From an optimization exercise on the open Yosys and OpenROAD flow, aimed at small area, a short achievable clock period and few clock cycles per item; shortcuts taken in it are not production practice.
The RTL was checked by simulation tests, not by an equivalence proof against the original design.

==> flow/design.v (outline; a module is shown in full before it is edited, if it fits) <==
// module fp32_mul: 84 lines
// module mul24: 983 lines
// module fp32_add: 80 lines
// module ladder4_core: 145 lines
module ladder4_core (
    input  wire        clk,
    input  wire        rst,         
    input  wire        in_valid,
    output wire        in_ready,
    input  wire [31:0] in_x,
    input  wire [31:0] b0,
    input  wire [31:0] b1,
    input  wire [31:0] a1,
    input  wire [31:0] rg,
    input  wire [31:0] wta,
    input  wire [31:0] wtb,
    input  wire [31:0] wtc,
    input  wire [31:0] wtd,
    input  wire [31:0] wte,
    output reg         out_valid,
    output wire [31:0] out_y
);
  // ...
==> flow/flow/run.sh <==
#!/bin/bash
set -euo pipefail
MARGIN=$(cat flow/margin.txt)
bash standard.sh SETUP_SLACK_MARGIN=$MARGIN finish > standard.log 2>&1
==> flow/flow/margin.txt <==
23
==> flow/standard.sh <==
#!/bin/bash
# synth_recipe.tcl (not shown) runs the flow's synth.tcl, then flattens the netlist and writes it again
# the make line also repeats each setting of config.mk as NAME=value (left out here)
make -C /OpenROAD-flow-scripts/flow DESIGN_CONFIG=/design/flow/config.mk WORK_HOME=/design/flow/orfs CLKGATE_MAP_FILE= SYNTH_SCRIPT=/design/flow/synth_recipe.tcl "${@:-finish}"
==> flow/config.mk <==
export PLATFORM = sky130hd
export DESIGN_NAME = ladder4_core
export DESIGN_NICKNAME = ladder4_core
export VERILOG_FILES = /design/flow/design.v
export SDC_FILE = /design/flow/constraint.sdc
export NUM_CORES = 4
export LEC_CHECK = 0
export ABC_AREA = 1
export CAP_MARGIN = 20
export CORE_MARGIN = 2
export CORE_UTILIZATION = 55
export PLACE_DENSITY = 0.75
export SLEW_MARGIN = 20
==> flow/constraint.sdc <==
create_clock -name core_clock -period 30.0 [get_ports {clk}]
set_input_delay 6.0000 -clock core_clock [delete_from_list [all_inputs] [get_ports {clk}]]
set_output_delay 6.0000 -clock core_clock [all_outputs]
set_load 0.01 [all_outputs]
==> results by group, run 1 <==
Route
  • DRT iter0 DRCs: 12170

Setup path
  • Worst reg2reg path depth: 31
  • Crit path DAT: 8.01 ns
  • CP Class: register to register
  • Slowest-stage cell, CP: fa_1
  • Buf+Inv Stages, Crit Path: 11

Layout
  • Clock network area share: 2.96%
  • Final Util: 70.4%

Timing
  • Setup TNS: 0 ns
  • Clock skew: 0.0879 ns
  • Hold WS: 0.413 ns
  • Fin. Hold Viols: 0

Place
  • Placed instance count: 9024
  • Dpl ws: 20.90 ns
  • GP Congestion: 1.13

Floorplan
  • Tap cells: 1265
  • Core area: 0.0952 mm2

Synth
  • Distinct cells, synth: 80
  • Syn avg cell area: 6.86 um2
  • Synth Instances: 7714
  • Synth Area in Compound Gates: 19.6%
  • Post-synth EDFFs: 128
  • Xor-xnor portion of the synthesized cell area: 7.60%
  • Commonest cells post-synth: 1664 x nand2_1, 931 x inv_1, 640 x o21ai_0, 619 x nor2_1, 423 x nand3_1

Clock tree
  • TritonCTS sink count: 535
  • Clk Latency, worst-skew pair: 0.68 ns
  • Post-CTS Repair Setup Buffers: 169
  • CTS tree: built
  • Cts hold-fix bufs: 0

Min path
  • Hold Startpoint: u_mul.r_sy

Global routing
  • Initial antenna violation count: 16
  • Met3 Use GR: 18.2%

Outcome
  • Outcome: no timing/DRC/antenna violations
Testbench counts, summed over its fixed seeds: cycles 57,824, items 2,048.
==> module fp32_mul, before the edit <==
module fp32_mul (
    input  wire        clk,
    input  wire [31:0] a,
    input  wire [31:0] b,
    output reg  [31:0] y
);
    wire [7:0]  ea = a[30:23];
    wire [7:0]  eb = b[30:23];
    wire        a_enz = |ea;
    wire        b_enz = |eb;
    wire        a_fnz = |a[22:0];
    wire        b_fnz = |b[22:0];
    wire        a_max = &ea;
    wire        b_max = &eb;
    wire        a_inf = a_max & ~a_fnz;
    wire        b_inf = b_max & ~b_fnz;
    wire        a_zero = ~a_enz & ~a_fnz;
    wire        b_zero = ~b_enz & ~b_fnz;
    wire        f_nan  = (a_max & a_fnz) | (b_max & b_fnz) | (a_inf & b_zero) | (a_zero & b_inf);
    wire        f_inf  = a_inf | b_inf;
    wire        f_zero = a_zero | b_zero;
    wire [23:0] ma = {a_enz, a[22:0]};
    wire [23:0] mb = {b_enz, b[22:0]};
    wire [47:0] prod;
    mul24 u_m (.a(ma), .b(mb), .p(prod));
    function [4:0] lzc24(input [23:0] m);
        integer i;
        begin
            lzc24 = 5'd24;
            for (i = 0; i < 24; i = i + 1)
                if (m[i]) lzc24 = 5'd23 - i[4:0];
        end
    endfunction
    wire [5:0]  l1 = {1'b0, lzc24(ma)} + {1'b0, lzc24(mb)};
    wire signed [10:0] s = $signed({3'b000, ea[7:1], ea[0] | ~a_enz})
                         + $signed({3'b000, eb[7:1], eb[0] | ~b_enz}) - 11'sd127;
    wire        neg  = s[10];
    wire        fine_ok = ~neg && ($signed({5'd0, l1}) < s);
    wire [4:0]  lc   = neg ? 5'd0 : (fine_ok ? l1[4:0] : s[4:0]);
    wire [10:0] rs   = -s;
    wire [4:0]  rsh  = (rs > 11'd26) ? 5'd26 : rs[4:0];
    wire [9:0]  base = neg ? 10'd0 : (s[9:0] - {5'd0, lc});
    reg  [47:0] r_prod;
    reg  [4:0]  r_sh;
    reg         r_neg, r_fine, r_nan, r_inf, r_zero, r_sy;
    reg  [9:0]  r_base;
    always @(posedge clk) begin
        r_prod <= prod;
        r_sh   <= neg ? rsh : lc;
        r_neg  <= neg;
        r_fine <= fine_ok;
        r_base <= base;
        r_nan  <= f_nan;
        r_inf  <= f_inf;
        r_zero <= f_zero;
        r_sy   <= a[31] ^ b[31];
    end
    wire [47:0] ql    = r_prod << r_sh;
    wire [21:0] lmsk  = {22{1'b1}} >> r_sh;
    wire        stl   = |(r_prod[21:0] & lmsk);
    wire        top0  = r_fine & ~ql[47];
    wire [24:0] qlw   = top0 ? ql[46:22] : ql[47:23];
    wire        stlw  = top0 ? stl : (stl | ql[22]);
    wire [24:0] qr    = r_prod[47:23] >> r_sh;
    wire [24:0] rmsk  = ~({25{1'b1}} << r_sh);
    wire        str   = (|r_prod[22:0]) | (|(r_prod[47:23] & rmsk));
    wire [24:0] q     = r_neg ? qr : qlw;
    wire        st    = r_neg ? str : stlw;
    wire [9:0]  ef    = (top0 ? r_base - 10'd1 : r_base) + {9'd0, q[24]};
    wire        inc   = q[0] & (st | q[1]);
    wire [32:0] mag   = {ef, q[23:1]} + {32'd0, inc};
    always @* begin
        if (r_nan)
            y = 32'h7FC00000;
        else if (r_inf)
            y = {r_sy, 8'hFF, 23'd0};
        else if (r_zero)
            y = {r_sy, 31'd0};
        else if (mag[32:23] >= 10'd255)
            y = {r_sy, 8'hFF, 23'd0};
        else
            y = {r_sy, mag[30:0]};
    end
endmodule
==> module ladder4_core, before the edit <==
module ladder4_core (
    input  wire        clk,
    input  wire        rst,         
    input  wire        in_valid,
    output wire        in_ready,
    input  wire [31:0] in_x,
    input  wire [31:0] b0,
    input  wire [31:0] b1,
    input  wire [31:0] a1,
    input  wire [31:0] rg,
    input  wire [31:0] wta,
    input  wire [31:0] wtb,
    input  wire [31:0] wtc,
    input  wire [31:0] wtd,
    input  wire [31:0] wte,
    output reg         out_valid,
    output wire [31:0] out_y
);
    localparam [31:0] K_ONE = 32'h3F800000;
    reg  [31:0] s1, o1, o2, o3, o4;
    reg  [31:0] xr, cr, p, h, acc, s, drv;
    reg         xf;                      
    reg  [5:0]  c;                       
    reg         dr;                      
    reg         tp;                      
    reg         nx;                      
    assign in_ready = ~xf;
    assign out_y    = acc;
    wire        rg_n = |rg[30:23];
    wire [31:0] t2 = rg_n ? {rg[31], rg[30:23] + 8'd1, rg[22:0]} : {rg[31], rg[29:0], 1'b0};
    wire [31:0] k4 = rg_n ? {rg[31], rg[30:23] + 8'd2, rg[22:0]} :
                     rg[22] ? {rg[31], 8'd2, rg[21:0], 1'b0} : {rg[31], rg[28:0], 2'b00};
    wire accept = in_valid & ~xf;
    reg  [5:0] cn;
    always @* begin
        if (c == 6'd63)       cn = xf ? 6'd32 : 6'd63;
        else if (c == 6'd36)  cn = 6'd0;
        else if (c == 6'd27)  cn = 6'd0;
        else if (dr && c == 6'd7) cn = 6'd63;
        else                  cn = c + 6'd1;
    end
    wire run_n = (cn[5] == 1'b0);
    wire dr_n  = (c == 6'd27) ? ~nx : (cn == 6'd63 ? 1'b0 : dr);
    reg m_o1, m_o2, m_o3, m_o4, m_s1, m_x;             
    reg h_we, am_we;                                   
    reg a_one, a_h, a_s, a_acc, b_neg;                 
    reg drv_we, s1_we, o1_we, o2_we, o3_we, o4_we, aa_we;    
    reg k_b1, k_b0, k_a1, k_wa, k_wb, k_wc, k_wd, k_we, k_drv, k_k4;    
    reg d_t2;                                           
    always @(posedge clk) begin
        m_o4  <= run_n & ((cn == 6'd0) | (cn == 6'd3) | (cn == 6'd24));
        m_s1  <= run_n & ((cn == 6'd1) | (cn == 6'd4) | (cn == 6'd8));
        m_o1  <= run_n & ((cn == 6'd6) | (cn == 6'd7) | (cn == 6'd10) | (cn == 6'd11));
        m_o2  <= run_n & ((cn == 6'd12) | (cn == 6'd13) | (cn == 6'd16) | (cn == 6'd17));
        m_o3  <= run_n & ((cn == 6'd18) | (cn == 6'd19) | (cn == 6'd22) | (cn == 6'd23));
        m_x   <= (cn == 6'd26) | (cn == 6'd36);
        h_we  <= (cn == 6'd2) | (cn == 6'd8) | (cn == 6'd14) | (cn == 6'd20) | (cn == 6'd27) |
                 (cn == 6'd0 && c == 6'd36);
        am_we <= (cn == 6'd9);
        a_one <= (cn == 6'd0) | (cn == 6'd33);
        a_h   <= (cn == 6'd2) | (cn == 6'd6) | (cn == 6'd12) | (cn == 6'd18) | (cn == 6'd24);
        a_s   <= (cn == 6'd8) | (cn == 6'd14) | (cn == 6'd20) | (cn == 6'd26);
        a_acc <= (cn == 6'd5) | (cn == 6'd13) | (cn == 6'd19) | (cn == 6'd25);
        b_neg <= (cn == 6'd2);
        drv_we <= (cn == 6'd1) | (cn == 6'd34);
        d_t2  <= (cn == 6'd27) | (cn == 6'd32) | (cn == 6'd36);
        aa_we <= (cn == 6'd6) | (cn == 6'd14) | (cn == 6'd20) | (cn == 6'd26);
        k_b1  <= (cn == 6'd0) | (cn == 6'd6) | (cn == 6'd12) | (cn == 6'd18);
        k_b0  <= (cn == 6'd3) | (cn == 6'd9) | (cn == 6'd15) | (cn == 6'd21);
        k_a1  <= (cn == 6'd5) | (cn == 6'd11) | (cn == 6'd17) | (cn == 6'd23);
        k_we  <= (cn == 6'd2);
        k_wa  <= (cn == 6'd7);
        k_wb  <= (cn == 6'd10);
        k_wc  <= (cn == 6'd16);
        k_wd  <= (cn == 6'd22);
        k_drv <= (cn == 6'd25) | (cn == 6'd35);
        k_k4  <= ~((cn == 6'd0) | (cn == 6'd6) | (cn == 6'd12) | (cn == 6'd18) |
                   (cn == 6'd3) | (cn == 6'd9) | (cn == 6'd15) | (cn == 6'd21) |
                   (cn == 6'd5) | (cn == 6'd11) | (cn == 6'd17) | (cn == 6'd23) |
                   (cn == 6'd2) | (cn == 6'd7) | (cn == 6'd10) | (cn == 6'd16) |
                   (cn == 6'd22) | (cn == 6'd25) | (cn == 6'd35));
        if (rst) begin
            s1_we <= 1'b0; o1_we <= 1'b0; o2_we <= 1'b0; o3_we <= 1'b0; o4_we <= 1'b0;
        end else begin
            s1_we <= (cn == 6'd3) & ~dr_n;
            o1_we <= (cn == 6'd9);
            o2_we <= (cn == 6'd15);
            o3_we <= (cn == 6'd21);
            o4_we <= (cn == 6'd27);
        end
    end
    wire [31:0] ma = ({32{m_o4}} & o4) | ({32{m_s1}} & s1) | ({32{m_o1}} & o1) |
                     ({32{m_o2}} & o2) | ({32{m_o3}} & o3) | ({32{m_x}} & xr);
    wire [31:0] my;
    fp32_mul u_mul (.clk(clk), .a(ma), .b(cr), .y(my));
    wire [31:0] aa = ({32{a_one}} & K_ONE) | ({32{a_h}} & h) | ({32{a_s}} & s) |
                     ({32{a_acc}} & acc);
    wire [31:0] ab = a_one ? drv : {p[31] ^ b_neg, p[30:0]};
    wire [31:0] ay;
    wire        ay_gt1;
    fp32_add u_add (.clk(clk), .a(aa), .b(ab), .y(ay), .gt1(ay_gt1));
    wire [31:0] ay_clip = ay_gt1 ? {ay[31], K_ONE[30:0]} : ay;
    wire [31:0] cr_n = ({32{k_b1}} & b1) | ({32{k_b0}} & b0) | ({32{k_a1}} & a1) |
                       ({32{k_wa}} & wta) | ({32{k_wb}} & wtb) | ({32{k_wc}} & wtc) |
                       ({32{k_wd}} & wtd) | ({32{k_we}} & wte) | ({32{k_drv}} & drv) |
                       ({32{k_k4}} & k4);
    always @(posedge clk) begin
        p  <= my;
        s  <= ay;
        cr <= cr_n;
        if (h_we) h <= my;
        if (am_we)      acc <= my;
        else if (aa_we) acc <= ay;
        if (drv_we)    drv <= ay;
        else if (d_t2) drv <= t2;
        if (accept) xr <= in_x;
    end
    always @(posedge clk) begin
        if (rst) begin
            s1 <= 32'd0; o1 <= 32'd0; o2 <= 32'd0; o3 <= 32'd0; o4 <= 32'd0;
            xf <= 1'b0;
            c  <= 6'd63;
            dr <= 1'b0;
            tp <= 1'b0;
            nx <= 1'b0;
            out_valid <= 1'b0;
        end else begin
            out_valid <= tp && (c == 6'd6);
            if (s1_we) s1 <= ay_clip;
            if (o1_we) o1 <= ay;
            if (o2_we) o2 <= ay;
            if (o3_we) o3 <= ay;
            if (o4_we) o4 <= ay;
            if (accept)
                xf <= 1'b1;
            else if ((c == 6'd26 && !dr) || c == 6'd36)
                xf <= 1'b0;
            if (c == 6'd26) nx <= xf;
            if (c == 6'd27)     tp <= 1'b1;
            else if (c == 6'd7) tp <= 1'b0;
            dr <= dr_n;
            c  <= cn;
        end
    end
endmodule
==> inputs of run 2 (changes only) <==
--- a/flow/design.v
+++ b/flow/design.v
@@ -3,4 +3,5 @@
     input  wire [31:0] a,
     input  wire [31:0] b,
+    input  wire        b4,           
     output reg  [31:0] y
 );
@@ -34,5 +35,6 @@
     wire [5:0]  l1 = {1'b0, lzc24(ma)} + {1'b0, lzc24(mb)};
     wire signed [10:0] s = $signed({3'b000, ea[7:1], ea[0] | ~a_enz})
-                         + $signed({3'b000, eb[7:1], eb[0] | ~b_enz}) - 11'sd127;
+                         + $signed({3'b000, eb[7:1], eb[0] | ~b_enz})
+                         - (b4 ? 11'sd125 : 11'sd127);
     wire        neg  = s[10];
     wire        fine_ok = ~neg && ($signed({5'd0, l1}) < s);
@@ -1169,4 +1171,5 @@
     reg         xf;                      
     reg  [5:0]  c;                       
+    reg         v_s1, v_o1, v_o2, v_o3, v_o4;    
     reg         dr;                      
     reg         tp;                      
@@ -1174,13 +1177,10 @@
     assign in_ready = ~xf;
     assign out_y    = acc;
-    wire        rg_n = |rg[30:23];
-    wire [31:0] t2 = rg_n ? {rg[31], rg[30:23] + 8'd1, rg[22:0]} : {rg[31], rg[29:0], 1'b0};
-    wire [31:0] k4 = rg_n ? {rg[31], rg[30:23] + 8'd2, rg[22:0]} :
-                     rg[22] ? {rg[31], 8'd2, rg[21:0], 1'b0} : {rg[31], rg[28:0], 2'b00};
+    wire [31:0] t2 = (|cr[30:23]) ? {cr[31], cr[30:23] + 8'd1, cr[22:0]} : {cr[31], cr[29:0], 1'b0};
     wire accept = in_valid & ~xf;
     reg  [5:0] cn;
     always @* begin
         if (c == 6'd63)       cn = xf ? 6'd32 : 6'd63;
-        else if (c == 6'd36)  cn = 6'd0;
+        else if (c == 6'd37)  cn = 6'd0;
         else if (c == 6'd27)  cn = 6'd0;
         else if (dr && c == 6'd7) cn = 6'd63;
@@ -1189,9 +1189,9 @@
     wire run_n = (cn[5] == 1'b0);
     wire dr_n  = (c == 6'd27) ? ~nx : (cn == 6'd63 ? 1'b0 : dr);
-    reg m_o1, m_o2, m_o3, m_o4, m_s1, m_x;             
+    reg m_o1, m_o2, m_o3, m_o4, m_s1, m_x, m_b4;       
     reg h_we, am_we;                                   
     reg a_one, a_h, a_s, a_acc, b_neg;                 
     reg drv_we, s1_we, o1_we, o2_we, o3_we, o4_we, aa_we;    
-    reg k_b1, k_b0, k_a1, k_wa, k_wb, k_wc, k_wd, k_we, k_drv, k_k4;    
+    reg k_b1, k_b0, k_a1, k_wa, k_wb, k_wc, k_wd, k_we, k_drv, k_rg;    
     reg d_t2;                                           
     always @(posedge clk) begin
@@ -1201,15 +1201,16 @@
         m_o2  <= run_n & ((cn == 6'd12) | (cn == 6'd13) | (cn == 6'd16) | (cn == 6'd17));
         m_o3  <= run_n & ((cn == 6'd18) | (cn == 6'd19) | (cn == 6'd22) | (cn == 6'd23));
-        m_x   <= (cn == 6'd26) | (cn == 6'd36);
+        m_x   <= (cn == 6'd26) | (cn == 6'd37);
+        m_b4  <= (cn == 6'd0);
         h_we  <= (cn == 6'd2) | (cn == 6'd8) | (cn == 6'd14) | (cn == 6'd20) | (cn == 6'd27) |
-                 (cn == 6'd0 && c == 6'd36);
+                 (cn == 6'd0 && c == 6'd37);
         am_we <= (cn == 6'd9);
-        a_one <= (cn == 6'd0) | (cn == 6'd33);
+        a_one <= (cn == 6'd1) | (cn == 6'd34);
         a_h   <= (cn == 6'd2) | (cn == 6'd6) | (cn == 6'd12) | (cn == 6'd18) | (cn == 6'd24);
         a_s   <= (cn == 6'd8) | (cn == 6'd14) | (cn == 6'd20) | (cn == 6'd26);
         a_acc <= (cn == 6'd5) | (cn == 6'd13) | (cn == 6'd19) | (cn == 6'd25);
         b_neg <= (cn == 6'd2);
-        drv_we <= (cn == 6'd1) | (cn == 6'd34);
-        d_t2  <= (cn == 6'd27) | (cn == 6'd32) | (cn == 6'd36);
+        drv_we <= (cn == 6'd2) | (cn == 6'd35);
+        d_t2  <= (cn == 6'd0) | (cn == 6'd33);
         aa_we <= (cn == 6'd6) | (cn == 6'd14) | (cn == 6'd20) | (cn == 6'd26);
         k_b1  <= (cn == 6'd0) | (cn == 6'd6) | (cn == 6'd12) | (cn == 6'd18);
@@ -1221,10 +1222,10 @@
         k_wc  <= (cn == 6'd16);
         k_wd  <= (cn == 6'd22);
-        k_drv <= (cn == 6'd25) | (cn == 6'd35);
-        k_k4  <= ~((cn == 6'd0) | (cn == 6'd6) | (cn == 6'd12) | (cn == 6'd18) |
+        k_drv <= (cn == 6'd25) | (cn == 6'd36);
+        k_rg  <= ~((cn == 6'd0) | (cn == 6'd6) | (cn == 6'd12) | (cn == 6'd18) |
                    (cn == 6'd3) | (cn == 6'd9) | (cn == 6'd15) | (cn == 6'd21) |
                    (cn == 6'd5) | (cn == 6'd11) | (cn == 6'd17) | (cn == 6'd23) |
                    (cn == 6'd2) | (cn == 6'd7) | (cn == 6'd10) | (cn == 6'd16) |
-                   (cn == 6'd22) | (cn == 6'd25) | (cn == 6'd35));
+                   (cn == 6'd22) | (cn == 6'd25) | (cn == 6'd36));
         if (rst) begin
             s1_we <= 1'b0; o1_we <= 1'b0; o2_we <= 1'b0; o3_we <= 1'b0; o4_we <= 1'b0;
@@ -1237,8 +1238,9 @@
         end
     end
-    wire [31:0] ma = ({32{m_o4}} & o4) | ({32{m_s1}} & s1) | ({32{m_o1}} & o1) |
-                     ({32{m_o2}} & o2) | ({32{m_o3}} & o3) | ({32{m_x}} & xr);
+    wire [31:0] ma = ({32{m_o4 & v_o4}} & o4) | ({32{m_s1 & v_s1}} & s1) |
+                     ({32{m_o1 & v_o1}} & o1) | ({32{m_o2 & v_o2}} & o2) |
+                     ({32{m_o3 & v_o3}} & o3) | ({32{m_x}} & xr);
     wire [31:0] my;
-    fp32_mul u_mul (.clk(clk), .a(ma), .b(cr), .y(my));
+    fp32_mul u_mul (.clk(clk), .a(ma), .b(cr), .b4(m_b4), .y(my));
     wire [31:0] aa = ({32{a_one}} & K_ONE) | ({32{a_h}} & h) | ({32{a_s}} & s) |
                      ({32{a_acc}} & acc);
@@ -1251,5 +1253,5 @@
                        ({32{k_wa}} & wta) | ({32{k_wb}} & wtb) | ({32{k_wc}} & wtc) |
                        ({32{k_wd}} & wtd) | ({32{k_we}} & wte) | ({32{k_drv}} & drv) |
-                       ({32{k_k4}} & k4);
+                       ({32{k_rg}} & rg);
     always @(posedge clk) begin
         p  <= my;
@@ -1261,9 +1263,14 @@
         if (drv_we)    drv <= ay;
         else if (d_t2) drv <= t2;
-        if (accept) xr <= in_x;
+        if (!xf) xr <= in_x;
+        if (s1_we) s1 <= ay_clip;
+        if (o1_we) o1 <= ay;
+        if (o2_we) o2 <= ay;
+        if (o3_we) o3 <= ay;
+        if (o4_we) o4 <= ay;
     end
     always @(posedge clk) begin
         if (rst) begin
-            s1 <= 32'd0; o1 <= 32'd0; o2 <= 32'd0; o3 <= 32'd0; o4 <= 32'd0;
+            v_s1 <= 1'b0; v_o1 <= 1'b0; v_o2 <= 1'b0; v_o3 <= 1'b0; v_o4 <= 1'b0;
             xf <= 1'b0;
             c  <= 6'd63;
@@ -1274,12 +1281,12 @@
         end else begin
             out_valid <= tp && (c == 6'd6);
-            if (s1_we) s1 <= ay_clip;
-            if (o1_we) o1 <= ay;
-            if (o2_we) o2 <= ay;
-            if (o3_we) o3 <= ay;
-            if (o4_we) o4 <= ay;
+            if (s1_we) v_s1 <= 1'b1;
+            if (o1_we) v_o1 <= 1'b1;
+            if (o2_we) v_o2 <= 1'b1;
+            if (o3_we) v_o3 <= 1'b1;
+            if (o4_we) v_o4 <= 1'b1;
             if (accept)
                 xf <= 1'b1;
-            else if ((c == 6'd26 && !dr) || c == 6'd36)
+            else if ((c == 6'd26 && !dr) || c == 6'd37)
                 xf <= 1'b0;
             if (c == 6'd26) nx <= xf;
--- a/flow/config.mk
+++ b/flow/config.mk
@@ -9,5 +9,4 @@
 export CAP_MARGIN = 20
 export CORE_MARGIN = 2
-export CORE_UTILIZATION = 55
-export PLACE_DENSITY = 0.75
+export CORE_UTILIZATION = 40
 export SLEW_MARGIN = 20
==> results by group, run 2 <==
Clock tree
  • # H-tree levels: 2
  • TritonCTS sink count: 541 (+1.1%)
  • CTS Buffer Depth: 3
  • Clk Latency, worst-skew pair: 0.69 ns (about the same)
  • CTS Buf Count: 59
  • Cts hold-fix bufs: 0 (unchanged)
  • Clock slew at reported path FFs: 0.07 ns
  • CTS tree: built
  • Root buf cell: clkbuf_16

Setup path
  • Critical path cell sequence: buf_6
  • Startpoint type of the worst setup path: register
  • Worst setup EP type: output pin
  • Buf+Inv Stages, Crit Path: 1 (-10)
  • Crit-path max FO: 2
  • Crit path launch: acc[31]
  • Crit path max-delay family: flip-flops
  • CP Class: register to output pin
  • Crit path DAT: 1.45 ns (-6.56 ns)
  • Worst flop-to-flop path startpoint: v_o4
  • Slowest-stage cell, CP: edfxtp_1
  • CP peak stage delay: 0.56 ns
  • Critical Path RT: 24.00 ns

Outcome
  • Outcome: no timing/DRC/antenna violations

Place
  • Dpl ws: 20.71 ns (-0.195 ns)
  • Post-DP HPWL: 186000 um
  • IO Port Bufs: 356
  • GP Congestion: 1.04 (-7.9%)

Timing
  • FMAX: 0.134 GHz
  • Max-slew violations: 0
  • Fin. Hold Viols: 0 (unchanged)
  • RSZ-0062 raised after global routing: yes
  • Final setup fails: 0
  • Slew headroom: 13.5%
  • Setup TNS: 0 ns (unchanged)
  • Clock skew: 0.0775 ns (-0.0104 ns)
  • Worst setup margin: 22.55 ns
  • Post-layout min period: 7.45 ns
  • Worst Tran Pin Value: 1.29 ns
  • Final Cycle Share: 24.8%

Layout
  • Commonest non-fill, non-tap cell in the layout: nand2_1
  • Commonest cells after routing, fill and taps aside: 1425 x nand2_1, 814 x inv_1, 482 x nor2_1
  • ANT cells: 0
  • P&R area growth vs syn: 30.1%
  • Final #Nets: 8466
  • Reg with most FFs: u_mul.r_prod
  • Largest register FFs: 48
  • Share of cells above drive strength 1: 19.3%

Synth
  • Distinct cells, synth: 81 (+1.3%)
  • Post-synth EDFFs: 288 (+130%)
  • Synth Instances: 7127 (-7.6%)
  • Warnings from Yosys: 3
  • Count leader, synth: nand2_1
  • Post-synthesis async set-or-reset flop share: 0%
  • Top post-synthesis cells by area: edfxtp_1 17%, nand2_1 11%, dfxtp_1 9.7%
  • Commonest cells post-synth: 1543 x nand2_1, 887 x inv_1, 546 x nor2_1, 487 x o21ai_0, 397 x nand3_1
  • Number of synthesized register bits: 541
  • Main flop type after synthesis: edfxtp_1
  • Mapped Area: 0.0521 mm2
  • Net count after synthesis: 7906
  • Post-synthesis sequential area ratio: 26.3%
  • Yosys top cell area share: 16.6%
  • Syn avg cell area: 7.30 um2 (+6.5%)
  • Largest area contributor in the netlist: edfxtp_1

Floorplan
  • Die X: 365 um
  • Die Height: 365 um
  • FP Rows: 132
  • Starting Density: 40.3%
  • Core area: 0.129 mm2 (+36%)
  • I/O pin total: 357
  • Die ar.: 0.133 mm2

Flow run
  • Max cap viols: 0

Route
  • Post-route ant nets: 0
  • DRT iter0 DRCs: 6625 (-46%)
  • DRT Pass-1 Iters: 6
  • DRC: 0
  • Final wirelength: 253000 um
  • Wire per inst: 26.7 um
  • Vias: 55675
  • Via/cell ratio: 5.87

Global routing
  • Global-route wire length before repair: 352000 um
  • Total track usage: 35.9%
  • Number of global-route vias before repair: 51839
  • Largest net degree at the start of global routing: 66
  • Initial antenna violation count: 15 (-1)
  • Total congestion overflow: 0

Min path
  • Hold Startpoint: u_mul.r_sy
  • Worst min path class: register to register
run 2: cell count changes after synthesis, moves of 29 or more:
cell / previous run / this run
a21oi_1: 349 / 260
a221o_1: 4 / 33
clkbuf_1: 327 / 261
dfxtp_1: 407 / 253
edfxtp_1: 128 / 288
inv_1: 931 / 887
nand2_1: 1664 / 1543
nor2_1: 619 / 546
nor3_1: 94 / 52
o21ai_0: 640 / 487
run 2: cell families after synthesis:
kind of cell             synth area share (%)
AO/OA/AOI/OAI                            17.5
XOR/XNOR                                 7.40
adder cells (fa/ha/maj)                  14.6
buffers and inverters                    9.92
flip-flops                               26.3
multiplexers                            0.637
other                                 0.00720
AND/OR/NAND/NOR                          23.7
run 2: cell type report:
type / count / area (um2)
repair buffers: 845 / 8560
repair inverters: 8 / 57.6
fillers: 12296 / 61600
multi-input cells: 5289 / 37300
flip-flops and latches: 541 / 13700
inverters: 943 / 3820
clock inverters: 25 / 279
well taps: 1742 / 2180
clock buffers: 86 / 1790
run 2: repair_timing:
| action | 4_1_cts | 5_1_grt |
|---|---|---|
| buffers inserted | 155 | 181 |
| gates cloned | 18 | 24 |
| pin swaps | 114 | 261 |
| endpoints found under the setup margin | 400 | 396 |
| resized for setup | 594 | 797 |
run 2: path summary, 6_finish.rpt:
check	depth (start not counted)	slack (ns)	to
setup / recovery	1	22.55	out_y[31]
setup reg to reg	37	22.69	u_mul.r_prod[42]
hold reg to reg	2	0.45	p[31]
hold / removal	2	0.45	p[31]
run 2: per-layer routing:
metal / track usage, % / vias to the layer above / wire, um
li1: - / 25045 / -
met1: 46.6 / 26884 / 99200
met2: 57.7 / 3106 / 115000
met3: 6.32 / 630 / 23600
met4: 17.0 / 10 / 15200
met5: 0 / - / 74
run 2: through the flow:
step / instance area, um2 / util [%] / cells / hold WS (ns)
after floorplan: 52100 / - / 7127 / 0.408
after global placement: 57300 / 44.3 / 8988 / 0.423
after detailed placement: 57300 / 44.3 / 8989 / 0.427
after CTS: 62500 / 48.3 / 9273 / 0.438
after global routing: 67700 / 52.4 / 9479 / 0.457
final: 67700 / 52.4 / 9479 / 0.450
Testbench counts of run 2, summed over its fixed seeds: cycles 57,856, items 2,048.
==> inputs of run 3 (changes only) <==
==> flow/flow/margin.txt (replaced) <==
22
==> results by group, run 3 <==
Route
  • DRT iter0 DRCs: 6496 (-1.9%)
  • Post-route ant nets: 0 (unchanged)
  • Vias: 53563 (-3.8%)
  • DRC: 0 (unchanged)
  • Final wirelength: 230000 um (-9.0%)
  • DRT Pass-1 Iters: 9 (+3)
  • Wire per inst: 25.1 um (-5.9%)
  • Via/cell ratio: 5.84 (-0.51%)

Setup path
  • CP peak stage delay: 0.62 ns (+0.06 ns)
  • CP Class: register to output pin
  • Buf+Inv Stages, Crit Path: 1 (unchanged)
  • Critical path cell sequence: clkdlybuf4s50_1
  • Worst path depth: 1 (unchanged)
  • Slowest-stage cell, CP: clkdlybuf4s50_1
  • Startpoint type of the worst setup path: register
  • Worst setup EP type: output pin
  • Worst reg2reg path depth: 33 (-11%)
  • Crit path DAT: 1.84 ns (+0.39 ns)
  • Crit-path max FO: 2 (unchanged)
  • Critical Path RT: 24.00 ns (about the same)
  • Crit path max-delay family: buffers and inverters

Synth
  • Largest area contributor in the netlist: edfxtp_1
  • Number of synthesized register bits: 541 (unchanged)
  • Yosys top cell area share: 16.6% (unchanged)
  • Count leader, synth: nand2_1
  • Mapped Area: 0.0521 mm2 (unchanged)
  • Warnings from Yosys: 3 (unchanged)
  • Net count after synthesis: 7906 (unchanged)
  • Main flop type after synthesis: edfxtp_1
  • Syn avg cell area: 7.30 um2 (unchanged)
  • Commonest cells post-synth: 1543 x nand2_1, 887 x inv_1, 546 x nor2_1, 487 x o21ai_0, 397 x nand3_1
  • Top post-synthesis cells by area: edfxtp_1 17%, nand2_1 11%, dfxtp_1 9.7%
  • Synth Instances: 7127 (unchanged)
  • Post-synth EDFFs: 288 (unchanged)
  • Post-synthesis sequential area ratio: 26.3% (unchanged)
  • Post-synthesis async set-or-reset flop share: 0% (unchanged)
  • Distinct cells, synth: 81 (unchanged)

Floorplan
  • FP Rows: 132 (unchanged)
  • Core area: 0.129 mm2 (unchanged)
  • I/O pin total: 357 (unchanged)
  • Die Height: 365 um (unchanged)
  • Die ar.: 0.133 mm2 (unchanged)
  • Starting Density: 40.3% (unchanged)
  • Die X: 365 um (unchanged)

Clock tree
  • CTS Buffer Depth: 3 (unchanged)
  • CTS tree: built
  • CTS Buf Count: 59 (unchanged)
  • Clk Latency, worst-skew pair: 0.71 ns (+0.02 ns)
  • Root buf cell: clkbuf_16
  • TritonCTS sink count: 541 (unchanged)
  • Clock slew at reported path FFs: 0.07 ns (about the same)
  • # H-tree levels: 2 (unchanged)

Place
  • GP Congestion: 1.05 (+1.1%)
  • Placed instance count: 8985 (-0.044%)
  • Post-DP HPWL: 177000 um (-5.2%)
  • IO Port Bufs: 356 (unchanged)

Timing
  • Final Cycle Share: 26.1% (+1.3 points)
  • Setup TNS: 0 ns (unchanged)
  • Fin. Hold Viols: 0 (unchanged)
  • RSZ-0062 raised after global routing: no
  • Post-layout min period: 7.84 ns (+0.390 ns)
  • Slew headroom: 24.4% (+11 points)
  • Worst Tran Pin Value: 1.12 ns (-0.171 ns)
  • Max-slew violations: 0 (unchanged)
  • Clock skew: 0.0759 ns (-0.00157 ns)
  • Final setup fails: 0 (unchanged)
  • FMAX: 0.128 GHz (-5.0%)

Layout
  • Largest register FFs: 48 (unchanged)
  • Commonest non-fill, non-tap cell in the layout: nand2_1
  • Final non-filler cell total: 9166 (-3.3%)
  • Share of cells above drive strength 1: 8.41% (-11 points)
  • Area of the multi-input gates: 0.0338 mm2 (-9.2%)
  • Commonest cells after routing, fill and taps aside: 1525 x nand2_1, 866 x inv_1, 528 x nor2_1
  • P&R area growth vs syn: 16.3%
  • Final #Nets: 8149 (-3.7%)
  • Reg with most FFs: u_mul.r_prod
  • Sequential cell area: 0.0137 mm2 (-0.15%)
  • Fill cell count: 13038 (+6.0%)

Global routing
  • Total track usage: 33.3% (-2.6 points)
  • Total congestion overflow: 0 (unchanged)
  • Busiest metal layer after global routing: met2
  • Global-route wire length before repair: 330000 um (-6.4%)
  • Number of global-route vias before repair: 50062 (-3.4%)
  • Met1 Usage GRT: 43.8% (-2.8 points)
  • Initial antenna violation count: 18 (+3)
  • Largest net degree at the start of global routing: 66 (unchanged)
  • Met3 Use GR: 5.50% (-0.83 points)
  • Met2 usage: 52.3% (-5.4 points)

Min path
  • Worst hold path cell count: 2 (unchanged)
  • Worst min path class: register to register

Flow run
  • Max cap viols: 0 (unchanged)

Outcome
  • Outcome: no timing/DRC/antenna violations
## run 3: cell types whose count changed in the layout (fill, tap and decap cells not counted), moves of 46 or more
cell	delta
clkdlybuf4s50_1	+47
inv_1	+52
o21ai_2	-50
buf_4	-158
nor2_1	+46
nand2_1	+100
nand3_1	+66
buf_6	-105
o21ai_0	+68
nand2_2	-66
## run 3: path summary, 6_finish.rpt
kind	start	end	slack [ns]
min	tp	out_valid	0.46
min reg2reg	tp	out_valid	0.46
max reg2reg	v_o3	u_mul.r_prod[45]	22.38
max	acc[22]	out_y[22]	22.16
## run 3: logic make-up (layout without fill, tap and decap cells)
logic type                 count (synthesis)  in the layout  share of synthesized area, %
AOI/OAI and AO/OA                       1489           1489                          17.5
xor gates and xnor gates                 440            440                          7.40
adders and majority gates                456            456                          14.6
buffers and inverters                   1312           1599                          9.92
DFF                                      541            541                          26.3
muxes                                     33             33                         0.637
other                                      1              4                       0.00720
and+or+nand+nor                         2855           2862                          23.7
## run 3: cell type report
class / count / area share (%)
Inverter: 943 / 6.01
Multi-Input combinational cell: 5281 / 55.9
Timing Repair Buffer: 533 / 8.30
Antenna cell: 3 / 0.0124
Timing Repair inverter: 11 / 0.103
Clock buffer: 83 / 2.86
Tap cell: 1742 / 3.60
Clock inverter: 29 / 0.579
Sequential cell: 541 / 22.7
## run 3: stage by stage
step	cell area (um2)	util (%)	setup WS [ns]	hold slack, ns
6_report	60600	46.8	22.16	0.464
2_1_floorplan	52100	-	22.57	0.408
3_3_place_gp	57200	44.3	20.88	0.423
4_1_cts	59600	46.1	21.96	0.468
3_5_place_dp	57200	44.3	20.88	0.422
5_1_grt	60500	46.8	21.98	0.491
## run 3: per-layer routing
layer,wire [um],part of all wire [%],vias up
li1,-,-,24375
met1,91400,40,25513
met2,102000,44,3073
met3,22500,9.8,588
met4,13900,6.0,14
met5,84,0.036,-
## run 3: repair_timing
action | in CTS | in global routing
hold buffers | 0 | 0
cloned | 6 | 14
hold endpoints to repair | 0 | 0
setup endpoints to repair | 221 | 288
buffers inserted | 10 | 35
pin swaps | 2 | 14
gates resized for setup | 53 | 146
==> inputs of run 4 (changes only) <==
==> flow/flow/margin.txt (replaced) <==
22.5
==> results by group, run 4 <==
Clock tree
  • Clock slew at reported path FFs: 0.06 ns (about the same)
  • CTS Buf Count: 59 (unchanged)
  • # H-tree levels: 2 (unchanged)
  • Root buf cell: clkbuf_16
  • CTS tree: built
  • Cts hold-fix bufs: 0 (unchanged)
  • TritonCTS sink count: 541 (unchanged)
  • CTS Buffer Depth: 3 (unchanged)
  • Clk Latency, worst-skew pair: 0.71 ns (about the same)

Setup path
  • Crit path DAT: 1.49 ns (-0.35 ns)
  • Critical path cell sequence: clkdlybuf4s15_1
  • Crit path max-delay family: flip-flops
  • CP Class: register to output pin
  • Worst setup EP type: output pin
  • CP peak stage delay: 0.55 ns (-0.07 ns)
  • Critical Path RT: 24.00 ns (about the same)
  • Crit-path max FO: 2 (unchanged)
  • Buf+Inv Stages, Crit Path: 1 (unchanged)
  • Startpoint type of the worst setup path: register
  • Slowest-stage cell, CP: edfxtp_1

Timing
  • RSZ-0062 raised after global routing: no
  • Worst Tran Pin Value: 1.14 ns (+0.0141 ns)
  • Worst setup margin: 22.51 ns (+0.349 ns)
  • Max-slew violations: 0 (unchanged)
  • FMAX: 0.133 GHz (+4.7%)
  • Slew headroom: 24.2% (-0.15 points)
  • Final Cycle Share: 25.0% (-1.2 points)
  • Fin. Hold Viols: 0 (unchanged)
  • Final setup fails: 0 (unchanged)
  • Clock skew: 0.0714 ns (-0.00446 ns)
  • Setup TNS: 0 ns (unchanged)
  • Post-layout min period: 7.49 ns (-0.349 ns)

Floorplan
  • Die X: 365 um (unchanged)
  • Core area: 0.129 mm2 (unchanged)
  • FP Rows: 132 (unchanged)
  • Die Height: 365 um (unchanged)
  • I/O pin total: 357 (unchanged)
  • Die ar.: 0.133 mm2 (unchanged)
  • Starting Density: 40.3% (unchanged)

Place
  • GP Congestion: 1.05 (unchanged)
  • Post-DP HPWL: 177000 um (unchanged)
  • IO Port Bufs: 356 (unchanged)
  • Dpl ws: 20.88 ns (unchanged)
  • Placed instance count: 8985 (unchanged)
  • Dpl cell area: 0.0572 mm2 (unchanged)

Synth
  • Warnings from Yosys: 3 (unchanged)
  • Top post-synthesis cells by area: edfxtp_1 17%, nand2_1 11%, dfxtp_1 9.7%
  • Post-synthesis sequential area ratio: 26.3% (unchanged)
  • Largest area contributor in the netlist: edfxtp_1
  • Commonest cells post-synth: 1543 x nand2_1, 887 x inv_1, 546 x nor2_1, 487 x o21ai_0, 397 x nand3_1
  • Count leader, synth: nand2_1
  • Net count after synthesis: 7906 (unchanged)
  • Yosys top cell area share: 16.6% (unchanged)
  • Distinct cells, synth: 81 (unchanged)
  • Post-synth EDFFs: 288 (unchanged)
  • Number of synthesized register bits: 541 (unchanged)
  • Main flop type after synthesis: edfxtp_1
  • Syn avg cell area: 7.30 um2 (unchanged)
  • Post-synthesis async set-or-reset flop share: 0% (unchanged)
  • Synth Instances: 7127 (unchanged)
  • Mapped Area: 0.0521 mm2 (unchanged)

Route
  • DRC: 0 (unchanged)
  • Post-route ant nets: 0 (unchanged)
  • Via/cell ratio: 5.86 (+0.26%)
  • DRT iter0 DRCs: 6508 (+0.18%)
  • Vias: 54228 (+1.2%)
  • Final wirelength: 233000 um (+1.3%)
  • DRT Pass-1 Iters: 6 (-3)
  • Wire per inst: 25.2 um (+0.32%)

Layout
  • Final non-filler cell total: 9256 (+0.98%)
  • Fill cell count: 12908 (-1.0%)
  • Reg with most FFs: u_mul.r_prod
  • Commonest cells after routing, fill and taps aside: 1513 x nand2_1, 854 x inv_1, 518 x nor2_1
  • Sequential cell area: 0.0137 mm2 (about the same)
  • Final instance area: 0.0620 mm2 (+2.4%)
  • Final #Nets: 8238 (+1.1%)
  • Share of cells above drive strength 1: 10.7% (+2.3 points)
  • Largest register FFs: 48 (unchanged)
  • P&R area growth vs syn: 19.1%
  • Commonest non-fill, non-tap cell in the layout: nand2_1
  • Area of the multi-input gates: 0.0344 mm2 (+1.7%)

Global routing
  • Initial antenna violation count: 14 (-4)
  • Number of global-route vias before repair: 50628 (+1.1%)
  • Largest net degree at the start of global routing: 66 (unchanged)
  • Global-route wire length before repair: 334000 um (+1.2%)
  • Total track usage: 33.7% (+0.41 points)
  • Total congestion overflow: 0 (unchanged)

Min path
  • Worst min path class: register to register

Outcome
  • Outcome: no timing/DRC/antenna violations

Flow run
  • Max cap viols: 0 (unchanged)
[run 4: cell counts after synthesis]
Identical to the previous run, type by type.
[run 4: metrics by stage]
| step | utilization [%] | hold slack, ns |
|---|---|---|
| finish | 47.9 | 0.465 |
| global route | 47.9 | 0.491 |
| CTS | 46.7 | 0.468 |
| detailed placement | 44.3 | 0.422 |
| global placement | 44.3 | 0.423 |
| floorplan | - | 0.408 |
[run 4: final timing paths]
check	startpoint	to	slack, ns	cells past startpoint
hold / removal	tp	out_valid	0.46	2
hold reg to reg	tp	out_valid	0.46	2
setup reg to reg	m_s1	u_mul.r_prod[40]	22.75	31
setup / recovery	acc[7]	out_y[7]	22.51	1
[run 4: cell families after synthesis]
group	Yosys count	synth area share (%)
flops	541	26.3
buf+inv	1312	9.92
mux	33	0.637
compound gates	1489	17.5
other cells	1	0.00720
simple gates	2855	23.7
xor+xnor	440	7.40
fa+ha+maj	456	14.6
[run 4: routing by layer]
| layer | vias to the layer above | global-route usage (%) | wire length (um) |
|---|---|---|---|
| li1 | 24590 | - | - |
| met4 | 8 | 19.1 | 15500 |
| met2 | 3193 | 52.8 | 103000 |
| met1 | 25786 | 43.8 | 91000 |
| met5 | - | 0 | 54 |
| met3 | 651 | 5.83 | 23900 |
[run 4: what timing repair did]
item	CTS	global route
gates resized for setup	213	232
pin swaps	17	55
endpoints found under the setup margin	340	335
setup buffers	46	79
gates cloned	17	13
[run 4: layout make-up]
| type | count | area share, % |
|---|---|---|
| Tap cell | 1742 | 3.52 |
| Sequential cell | 541 | 22.1 |
| Timing Repair Buffer | 617 | 9.40 |
| Timing Repair inverter | 13 | 0.135 |
| Inverter | 943 | 5.92 |
| Clock inverter | 29 | 0.565 |
| Clock buffer | 83 | 2.80 |
| Antenna cell | 4 | 0.0161 |
| Multi-Input combinational cell | 5284 | 55.5 |
==> inputs of run 5 (changes only) <==
==> flow/flow/margin.txt (replaced) <==
21.5
==> results by group, run 5 <==
Outcome
  • Outcome: no timing/DRC/antenna violations

Timing
  • RSZ-0062 raised after global routing: no
  • Post-layout min period: 8.11 ns (+0.621 ns)
  • Clock skew: 0.0711 ns (-0.000324 ns)
  • Final setup fails: 0 (unchanged)
  • Setup TNS: 0 ns (unchanged)
  • Final Cycle Share: 27.0% (+2.1 points)
  • Worst Tran Pin Value: 1.14 ns (+0.00429 ns)
  • Max-slew violations: 0 (unchanged)
  • Slew headroom: 23.2% (-1.1 points)
  • Fin. Hold Viols: 0 (unchanged)
  • FMAX: 0.123 GHz (-7.7%)

Setup path
  • CP Class: register to register
  • Crit path DAT: 8.68 ns (+7.19 ns)
  • Critical Path RT: 30.56 ns (+6.56 ns)
  • Most Frequent Cell on Critical Path: nand2_1
  • CP endpoint: u_mul.r_prod[45]
  • Crit-path max FO: 23 (+21)
  • Worst flop-to-flop path startpoint: v_s1
  • CP peak stage delay: 0.80 ns (+0.25 ns)
  • Worst setup EP type: register
  • Worst R2R Setup Slack: 21.89 ns (-0.86 ns)
  • Worst r2r dst: u_mul.r_prod[45]
  • Worst reg2reg path depth: 29 (-6.5%)
  • Slowest-stage cell, CP: clkinvlp_2
  • Crit path launch: v_s1
  • Startpoint type of the worst setup path: register

Synth
  • Post-synth EDFFs: 288 (unchanged)
  • Post-synthesis sequential area ratio: 26.3% (unchanged)
  • Top post-synthesis cells by area: edfxtp_1 17%, nand2_1 11%, dfxtp_1 9.7%
  • Syn avg cell area: 7.30 um2 (unchanged)
  • Synth Area in Compound Gates: 17.5% (unchanged)
  • Mux share of post-synthesis cell area: 0.637% (unchanged)
  • Simple-gate share of the synthesized area: 23.7% (unchanged)
  • Count leader, synth: nand2_1
  • Number of synthesized register bits: 541 (unchanged)
  • Net count after synthesis: 7906 (unchanged)
  • Warnings from Yosys: 3 (unchanged)
  • Xor-xnor portion of the synthesized cell area: 7.40% (unchanged)
  • Largest area contributor in the netlist: edfxtp_1
  • Commonest cells post-synth: 1543 x nand2_1, 887 x inv_1, 546 x nor2_1, 487 x o21ai_0, 397 x nand3_1
  • Yosys top cell area share: 16.6% (unchanged)
  • Post-synthesis async set-or-reset flop share: 0% (unchanged)
  • Synth Instances: 7127 (unchanged)
  • Largest family of logic cells by synthesized area: simple AND/OR/NAND/NOR gates
  • Mapped Area: 0.0521 mm2 (unchanged)
  • Adder-cell area share of the yosys netlist: 14.6% (unchanged)
  • Main flop type after synthesis: edfxtp_1
  • Distinct cells, synth: 81 (unchanged)

Clock tree
  • TritonCTS sink count: 541 (unchanged)
  • Clock slew at reported path FFs: 0.06 ns (about the same)
  • CTS Buffer Depth: 3 (unchanged)
  • CTS Buf Count: 59 (unchanged)
  • Clk Latency, worst-skew pair: 0.71 ns (about the same)
  • Root buf cell: clkbuf_16
  • Cts hold-fix bufs: 0 (unchanged)
  • CTS tree: built
  • # H-tree levels: 2 (unchanged)

Layout
  • Share of cells above drive strength 1: 7.43% (-3.3 points)
  • Commonest non-fill, non-tap cell in the layout: nand2_1
  • ANT cells: 0 (-4)
  • Final #Nets: 8119 (-1.4%)
  • Largest register FFs: 48 (unchanged)
  • Commonest cells after routing, fill and taps aside: 1530 x nand2_1, 871 x inv_1, 530 x nor2_1
  • Final Util: 46.4% (-1.6 points)
  • Reg with most FFs: u_mul.r_prod
  • P&R area growth vs syn: 15.1%

Route
  • Via/cell ratio: 5.84 (-0.37%)
  • Vias: 53312 (-1.7%)
  • DRC: 0 (unchanged)
  • DRT Pass-1 Iters: 6 (unchanged)
  • DRT iter0 DRCs: 6496 (-0.18%)
  • Post-route ant nets: 0 (unchanged)
  • Wire per inst: 25.0 um (-0.74%)
  • Final wirelength: 228000 um (-2.1%)

Global routing
  • Initial antenna violation count: 17 (+3)
  • Global-route wire length before repair: 329000 um (-1.5%)
  • Total track usage: 33.2% (-0.51 points)
  • Largest net degree at the start of global routing: 66 (unchanged)
  • Number of global-route vias before repair: 49967 (-1.3%)
  • Total congestion overflow: 0 (unchanged)

Floorplan
  • I/O pin total: 357 (unchanged)
  • Die Height: 365 um (unchanged)
  • FP Rows: 132 (unchanged)
  • Core area: 0.129 mm2 (unchanged)
  • Die ar.: 0.133 mm2 (unchanged)
  • Die X: 365 um (unchanged)
  • Starting Density: 40.3% (unchanged)

Place
  • Post-DP HPWL: 177000 um (unchanged)
  • IO Port Bufs: 356 (unchanged)
  • GP Congestion: 1.05 (unchanged)

Min path
  • Worst min path class: register to register
  • Worst hold path cell count: 2 (unchanged)

Flow run
  • Max cap viols: 0 (unchanged)
[run 5: layer usage]
| layer | share of wire, % | GRT usage (%) |
|---|---|---|
| met1 | 40 | 43.6 |
| met2 | 44 | 52.1 |
| met4 | 6.3 | 17.7 |
| met5 | 0.041 | 0 |
| met3 | 9.8 | 5.55 |
[run 5: logic make-up (layout without fill, tap and decap cells)]
group	Yosys count	count (layout)
AOI/OAI and AO/OA	1489	1489
xor gates and xnor gates	440	440
muxes	33	33
other	1	1
buffers and inverters	1312	1570
DFF	541	541
and+or+nand+nor	2855	2861
adders and majority gates	456	456
[run 5: worst min-delay path by stage]
stage	endpoint	from	slack, ns
finish	out_valid	tp	0.46
global route	out_valid	tp	0.49
CTS	out_valid	tp	0.47
detailed placement	p[31]	u_mul.r_sy	0.42
global placement	p[31]	u_mul.r_sy	0.42
floorplan	p[31]	u_mul.r_sy	0.41
[run 5: worst max-delay path, delay by kind of cell (launching register included)]
family,cells,cell delay (ns)
compound gates,6,1.44
buf+inv,6,1.35
simple gates,9,1.58
xor+xnor,2,0.40
fa+ha+maj,6,2.77
flops,1,0.42
[run 5: final cells by class]
class                   instances  area [um2]
clock buffers                  83        1730
flip-flops and latches        541       13700
clock inverters                29         350
multi-input cells            5280       33600
inverters                     943        3610
repair inverters                8        42.5
fillers                     13115       69400
repair buffers                507        4760
well taps                    1742        2180
[run 5: repair_timing]
item,CTS,global route
setup buffers,5,16
gates resized for setup,11,90
setup endpoints to repair,60,284
cloned,2,12
pin swaps,0,8
[run 5: per-stage QoR]
step                      hold slack [ns]  cells  cell area, um2  setup WS, ns
after floorplan                     0.408   7127           52100         22.57
after global placement              0.423   8984           57200         20.88
after detailed placement            0.422   8985           57200         20.88
after CTS                           0.468   9104           59400         21.49
after global routing                0.491   9133           59900         21.47
final                               0.464   9133           59900         21.89

## port drivers added, routing unchanged
Ports are ideal in the flow. The routed layouts listed here were re-timed in OpenROAD. Step 1 sets driving cells, clkbuf_16 on the clock port and buf_2 on the other inputs (assumed; they add their load-dependent delay and slew). Step 2 adds t to the input delays and takes it off the output delays; t is the mean of the earliest and latest rising clock arrival at the registers after step 1. Input paths then give back, and output paths get back, about the clock's delay inside the block. Slacks: ideal ports / drivers / drivers and shift; pairs: ideal ports / drivers.
| run | t (ns) | slack for setup (ns) | hold slack, ns |
|---|---|---|---|
| run 1 | 0.716 | 22.490 / 22.466 / 22.112 | 0.413 / 0.413 / 0.413 |
| run 2 | 0.736 | 22.548 / 22.464 / 22.239 | 0.450 / 0.450 / 0.450 |
| run 3 | 0.743 | 22.158 / 22.084 / 21.661 | 0.464 / 0.464 / 0.464 |
| run 4 | 0.742 | 22.507 / 22.434 / 21.875 | 0.465 / 0.465 / 0.465 |
| run 5 | 0.743 | 21.886 / 21.886 / 21.694 | 0.464 / 0.464 / 0.464 |
After both steps every run listed still meets setup and hold. The setup slack of run 4, which loses most, moves by -0.073 ns with the drivers and by -0.632 ns with both steps.
